From an optimization exercise on the open Yosys and OpenROAD flow, aimed at small area; shortcuts taken in it are not production practice. The RTL was checked by simulation tests, not by an equivalence proof against the original design. No driver is modelled on the clock port, so clocking that relies on it looks cheaper here than on a real chip. Power figures rest on the tool's default switching activity, not on a simulated workload.

## the reference run
Design link_rx, start of the top module:
module link_rx #(
    parameter CNT_W = 12
) (
    input  wire              clk,
    input  wire              rst,
    input  wire              ser_valid,
    input  wire [7:0]        ser_data,
    input  wire              msg_valid,
    input  wire [7:0]        msg_data,
    input  wire              msg_last,
    input  wire [1:0]        msg_kind,
    input  wire [3:0]        stat_sel,
    output reg  [CNT_W-1:0]  stat_data,
    output reg               ser_pix_valid,
    output wire [7:0]        ser_pix_data,
    output wire              ser_evt_valid,
    output wire [1:0]        ser_evt_code,
    output wire [7:0]        ser_evt_ctr,
    output wire [7:0]        ser_evt_gap,
    output reg               msg_pix_valid,
    output wire [7:0]        msg_pix_data,
    output reg               msg_evt_valid,
    output wire [1:0]        msg_evt_kind,
    output reg  [1:0]        msg_evt_code,
    output wire [7:0]        msg_evt_ctr,
    output wire [7:0]        msg_evt_gap,
    output wire [103:0]      msg_evt_data
);
Settings: LEC_CHECK=0, CAP_MARGIN=20, CORE_MARGIN=2, CORE_UTILIZATION=40, SLEW_MARGIN=20; clock period 10.0 ns.
standard.sh (not shown) runs the stock make flow with config.mk's settings and CLKGATE_MAP_FILE= SYNTH_SCRIPT=/design/flow/synth_recipe.tcl, a recipe that flattens the netlist after the stock synthesis.
==> flow/flow/run.sh <==
#!/bin/bash
# Own layout flow: the standard synthesis and ORFS flow, with smaller
# port buffers and a clock tree without dummy loads. Each step's full
# output goes to a log file of its own in this folder.
set -euo pipefail
bash standard.sh synth > synth.log 2>&1
bash standard.sh \
    "BUFFER_PORTS_ARGS=-buffer_cell sky130_fd_sc_hd__buf_1" \
    "CTS_ARGS=-sink_clustering_enable -repair_clock_nets -dont_use_dummy_load -buf_list sky130_fd_sc_hd__clkbuf_4" \
    finish > finish.log 2>&1
The reference run completed every stage of the flow, and the final layout passed the timing, design-rule and antenna checks.
What the trial run does differently from the reference run at the input level:
--- a/flow/flow/run.sh
+++ b/flow/flow/run.sh
@@ -9,0 +10 @@
+    RECOVER_POWER=100 \
==> run notes <==
- Although the trial run finished all stages, its layout failed final checks on capacitance limit, slew limit.
- Per the comparison of the trial run with the reference run, final total power was more or less identical; total vias in the final route went down by about 0.5%.
- Share of total power in sequential cells, the trial run and the reference run: larger value in the trial run


link_rx, a different RTL version from the one above (not shown whole).
Size in the first run: about 1600 cells after synthesis, roughly 200 I/O pins, ~0.018 mm2 of cells after synthesis.
// link_rx
module link_rx #(
    parameter CNT_W = 12
) (
    input  wire              clk,
    input  wire              rst,
    input  wire              ser_valid,
    input  wire [7:0]        ser_data,
    input  wire              msg_valid,
    input  wire [7:0]        msg_data,
    input  wire              msg_last,
    input  wire [1:0]        msg_kind,
    input  wire [3:0]        stat_sel,
    output reg  [CNT_W-1:0]  stat_data,
    output reg               ser_pix_valid,
    output wire [7:0]        ser_pix_data,
    output wire              ser_evt_valid,
    output wire [1:0]        ser_evt_code,
    output wire [7:0]        ser_evt_ctr,
    output wire [7:0]        ser_evt_gap,
    output reg               msg_pix_valid,
    output wire [7:0]        msg_pix_data,
    output reg               msg_evt_valid,
    output wire [1:0]        msg_evt_kind,
    output reg  [1:0]        msg_evt_code,
    output wire [7:0]        msg_evt_ctr,
    output wire [7:0]        msg_evt_gap,
    output wire [103:0]      msg_evt_data
);
Settings: LEC_CHECK=0, CAP_MARGIN=20, CORE_MARGIN=2, CORE_UTILIZATION=40, SLEW_MARGIN=20; clock period 10.0 ns.
run.sh (not shown) runs the stock make flow with config.mk's settings and CLKGATE_MAP_FILE= SYNTH_SCRIPT=/design/flow/synth_recipe.tcl, a recipe that flattens the netlist after the stock synthesis.
Stock flow here: none of the scripts above is used.
The starting point produced a clean layout.
Then changed:
==> flow/flow/run.sh (new file) <==
#!/bin/bash
# Own layout flow: the standard synthesis and ORFS flow, with smaller
# port buffers and a clock tree without dummy loads. Each step's full
# output goes to a log file of its own in this folder.
set -euo pipefail
bash standard.sh synth > synth.log 2>&1
bash standard.sh \
    "BUFFER_PORTS_ARGS=-buffer_cell sky130_fd_sc_hd__buf_1" \
    "CTS_ARGS=-sink_clustering_enable -repair_clock_nets -dont_use_dummy_load" \
    finish > finish.log 2>&1
==> flow/standard.sh (new file) <==
#!/bin/bash
# synth_recipe.tcl (not shown) runs the flow's synth.tcl, then flattens the netlist and writes it again
# the make line also repeats each setting of config.mk as NAME=value (left out here)
make -C /OpenROAD-flow-scripts/flow DESIGN_CONFIG=/design/flow/config.mk WORK_HOME=/design/flow/orfs CLKGATE_MAP_FILE= SYNTH_SCRIPT=/design/flow/synth_recipe.tcl "${@:-finish}"
removed: flow/run.sh
The changed run finished clean.
Total power shrinks by 8.5%.
Sequential cell count does not change.
First-iteration DRC count shrinks by 8.0%.
Setup slack improves by 0.37 ns.
Utilization shrinks by 3.6 points.
Synthesized area is unchanged.
Die area stays the same.
Non-clock buffer count shrinks by 2.


== v38 ==
RTL: one of the versions met above, not the one the previous note started from.
Size: about 1,400 cells after synthesis, ~200 I/O pins, ~0.017 mm² of cells after synthesis.
export LEC_CHECK = 0
export CAP_MARGIN = 20
export CORE_MARGIN = 2
export CORE_UTILIZATION = 65
export SLEW_MARGIN = 20
create_clock -name core_clock -period 10.0 [get_ports {clk}]
standard.sh (not shown) runs the stock make flow with config.mk's settings and CLKGATE_MAP_FILE= SYNTH_SCRIPT=/design/flow/synth_recipe.tcl, a recipe that flattens the netlist after the stock synthesis.
==> flow/flow/run.sh <==
#!/bin/bash
# Own layout flow. Steps, each with its full output in a log file here:
#  1. the standard synthesis (standard.sh synth), unchanged;
#  2. remap.sh: the combinational cells of that netlist re-mapped by ABC
#     with an area-oriented script; registers (and full adders) are
#     kept as they are, with their names and cell types;
#  3. the standard ORFS flow on the re-mapped netlist, with buf_1 port
#     buffers, a clock tree of clkbuf_4 without dummy loads (post_cts.tcl
#     upsizes any clock buffer whose flip-flops see a slow clock edge).
set -euo pipefail
here=$(pwd)
bash standard.sh synth > synth.log 2>&1
bash flow/remap.sh > remap.log 2>&1
bash standard.sh \
    "BUFFER_PORTS_ARGS=-buffer_cell sky130_fd_sc_hd__buf_1" \
    "CTS_ARGS=-sink_clustering_enable -repair_clock_nets -dont_use_dummy_load -buf_list sky130_fd_sc_hd__clkbuf_4 -sink_clustering_size 9 -sink_clustering_max_diameter 45" \
    "POST_CTS_TCL=$here/flow/post_cts.tcl" \
    finish > finish.log 2>&1
==> flow/flow/area.abc <==
&get -n
&st
&deepsyn -T 30
&dch -f
&nf -R 1000
&put
topo
stime -c
==> flow/flow/remap.sh <==
#!/bin/bash
# Re-map the combinational logic of the standard synthesis netlist with ABC.
set -euo pipefail
res=orfs/results/sky130hd/link_rx/base
lib=$FLOW_HOME/platforms/sky130hd/lib/sky130_fd_sc_hd__tt_025C_1v80.lib
yosys=$FLOW_HOME/../tools/install/yosys/bin/yosys
[ -x "$yosys" ] || yosys=yosys
dont_use=$(sed -n '/^export DONT_USE_CELLS/,/^#/p' $FLOW_HOME/platforms/sky130hd/config.mk \
    | grep -o 'sky130_fd_sc_hd__[a-z0-9_]*' | sed 's/^/-dont_use /' | tr '\n' ' ')
cp $res/1_2_yosys.v $res/1_2_yosys_std.v
# cells kept whole: registers and full adders (half adders are re-mapped)
keep=$(grep -o 'sky130_fd_sc_hd__\(dfxtp\|edfxtp\|dfrtp\|dfstp\|dfbbp\|sdfxtp\|dlx\|fa\)[a-z0-9_]*' \
    $res/1_2_yosys_std.v | sort -u | tr '\n' ' ')
cat > remap.ys <<EOS
read_liberty -ignore_miss_func $lib
blackbox $keep
read_verilog $res/1_2_yosys_std.v
hierarchy -top $FLOW_TOP
flatten
opt_clean
abc -liberty $lib $dont_use -script $(pwd)/flow/area.abc
opt_clean -purge
hilomap -singleton -hicell sky130_fd_sc_hd__conb_1 HI -locell sky130_fd_sc_hd__conb_1 LO
insbuf -buf sky130_fd_sc_hd__buf_4 A X
tee -o remap_stat.txt stat -liberty $lib
write_verilog -noattr -noexpr -nohex -nodec $res/1_2_yosys.v
EOS
$yosys -s remap.ys
rm -f $res/1_synth.odb $res/1_synth.sdc
Other scripts of this flow, unchanged in this note and not shown: flow/flow/post_cts.tcl
v38 completed every stage of the flow, and the final layout passed the timing, design-rule and antenna checks.
The inputs of v23 differ from those of v38 as listed below.
- changing CORE_UTILIZATION from 65 to 40
-- flow/flow/run.sh --
<<< v38, line 5
#     with an area-oriented script; registers (and full adders) are
>>> v23, line 5
#     with an area-oriented script; registers (and half/full adders) are
-- flow/flow/area.abc --
<<< v38, line 3
&deepsyn -T 30
>>> v23, line 3
-- flow/flow/remap.sh --
<<< v38, line 11
# cells kept whole: registers and full adders (half adders are re-mapped)
keep=$(grep -o 'sky130_fd_sc_hd__\(dfxtp\|edfxtp\|dfrtp\|dfstp\|dfbbp\|sdfxtp\|dlx\|fa\)[a-z0-9_]*' \
>>> v23, line 11
# cells kept whole: registers, half and full adders
keep=$(grep -o 'sky130_fd_sc_hd__\(dfxtp\|edfxtp\|dfrtp\|dfstp\|dfbbp\|sdfxtp\|dlx\|ha\|fa\)[a-z0-9_]*' \
Notes after the runs:
Delta (v23 minus v38): total power divided by cell area moved down; instance count along the most critical hold path moved down; design area moved up; hold slack moved down; tap cell count moved up.
Changes observed in v23 relative to v38: maximum VDD drop lower; non-clock buffer count lower.
Cmp v23 and v38 / area of the die / higher: v23
Across both runs, clock group share of total power was higher for v23 than for v38.
A slowest library cell on the worst path of edfxtp_1 is what v38 shows, while nor2_1 belongs to v23.
Modified inputs, v48 compared to v23
- CORE_UTILIZATION: 40 -> 65
-- flow/flow/run.sh --
<<< v23, line 5
#     with an area-oriented script; registers (and half/full adders) are
>>> v48, line 5
#     with an area-oriented script; registers (and full adders) are
-- flow/flow/remap.sh --
<<< v23, line 11
# cells kept whole: registers, half and full adders
keep=$(grep -o 'sky130_fd_sc_hd__\(dfxtp\|edfxtp\|dfrtp\|dfstp\|dfbbp\|sdfxtp\|dlx\|ha\|fa\)[a-z0-9_]*' \
>>> v48, line 11
# cells kept whole: registers and full adders (half adders are re-mapped)
keep=$(grep -o 'sky130_fd_sc_hd__\(dfxtp\|edfxtp\|dfrtp\|dfstp\|dfbbp\|sdfxtp\|dlx\|fa\)[a-z0-9_]*' \
==> comparison <==
v48 went all the way through the flow, and no timing, DRC or antenna check failed. Summary — cell depth of the worst setup path, v48 relative to v23: lower, by 4. Compare v23 and v48 | net load switching power lower: v48. Sort v23 and v48 by register-to-register slack, descending, and v23 comes first. Share of layout cells above drive strength 1 | v48 below v23. Going from v23 to v48, power fell by about 1%; setup slack saw a decrease; clock-buffer cell count saw a decrease.
What v26 does differently from v48 at the input level:
-- flow/flow/run.sh --
<<< v48, line 5
#     with an area-oriented script; registers (and full adders) are
>>> v26, line 5
#     with an area-oriented script; registers (and half/full adders) are
-- flow/flow/remap.sh --
<<< v48, line 11
# cells kept whole: registers and full adders (half adders are re-mapped)
keep=$(grep -o 'sky130_fd_sc_hd__\(dfxtp\|edfxtp\|dfrtp\|dfstp\|dfbbp\|sdfxtp\|dlx\|fa\)[a-z0-9_]*' \
>>> v26, line 11
# cells kept whole: registers, half and full adders
keep=$(grep -o 'sky130_fd_sc_hd__\(dfxtp\|edfxtp\|dfrtp\|dfstp\|dfbbp\|sdfxtp\|dlx\|ha\|fa\)[a-z0-9_]*' \
==> comparison <==
v26 improves on v48 in total detailed-routing wirelength.
Against v48, v26 reports a power density over the cells that is lower.
Core box area came out higher on v26 than on v48.
v48 has a lower design area than v26.
Summary of v26 over v48: first-pass GRT wire length saw a decrease; count of clock-buffer cells in the layout went down; post-synthesis average cell area rose by about 6%; largest net degree at the start of global routing moved down; power after layout lost 25 µW.

==> separate check: timing with driven ports <==
In the flow no input, the clock included, has a driving cell. The finished layouts below were timed again as built, in two steps.
Step 1, drivers: a clkbuf_16 drives clk and a buf_2 each remaining input, both assumed.
Step 2 also shifts input and output timing later by t, the mid clock arrival at the registers, as if the neighbouring blocks saw the same clock.
a / b / c = ideal ports / drivers / drivers and shift; a / b = the first two.
| run | t, ns | slack for setup (ns) | clock arrival spread, ns | slew at the worst register clock pin (ns) | worst slew at a driven data input, ns |
|---|---|---|---|---|---|
| the reference run | 0.820 | 0.860 / 0.860 / 0.860 | 0.127 / 0.127 | 0.07 / 0.07 | 0.11 |
| the trial run | 0.818 | 0.828 / 0.828 / 0.560 | 0.131 / 0.130 | 0.07 / 0.07 | 0.11 |
| the first run of note 2 | 0.616 | 0.715 / 0.715 / 0.715 | 0.016 / 0.016 | 0.06 / 0.06 | 0.06 |
| the second run of note 2 | 0.605 | 1.083 / 1.083 / 1.083 | 0.083 / 0.083 | 0.07 / 0.07 | 0.05 |
| v38 | 0.719 | 1.285 / 1.285 / 1.285 | 0.071 / 0.071 | 0.10 / 0.10 | 0.09 |
| v23 | 0.818 | 0.873 / 0.873 / 0.873 | 0.105 / 0.106 | 0.10 / 0.10 | 0.08 |
| v48 | 0.729 | 0.770 / 0.770 / 0.770 | 0.085 / 0.085 | 0.10 / 0.10 | 0.06 |
| v26 | 0.734 | 0.595 / 0.595 / 0.595 | 0.077 / 0.078 | 0.10 / 0.10 | 0.11 |
For the trial run, which loses most, drivers alone change the setup slack by 0.000 ns; drivers and shift together by -0.268 ns.
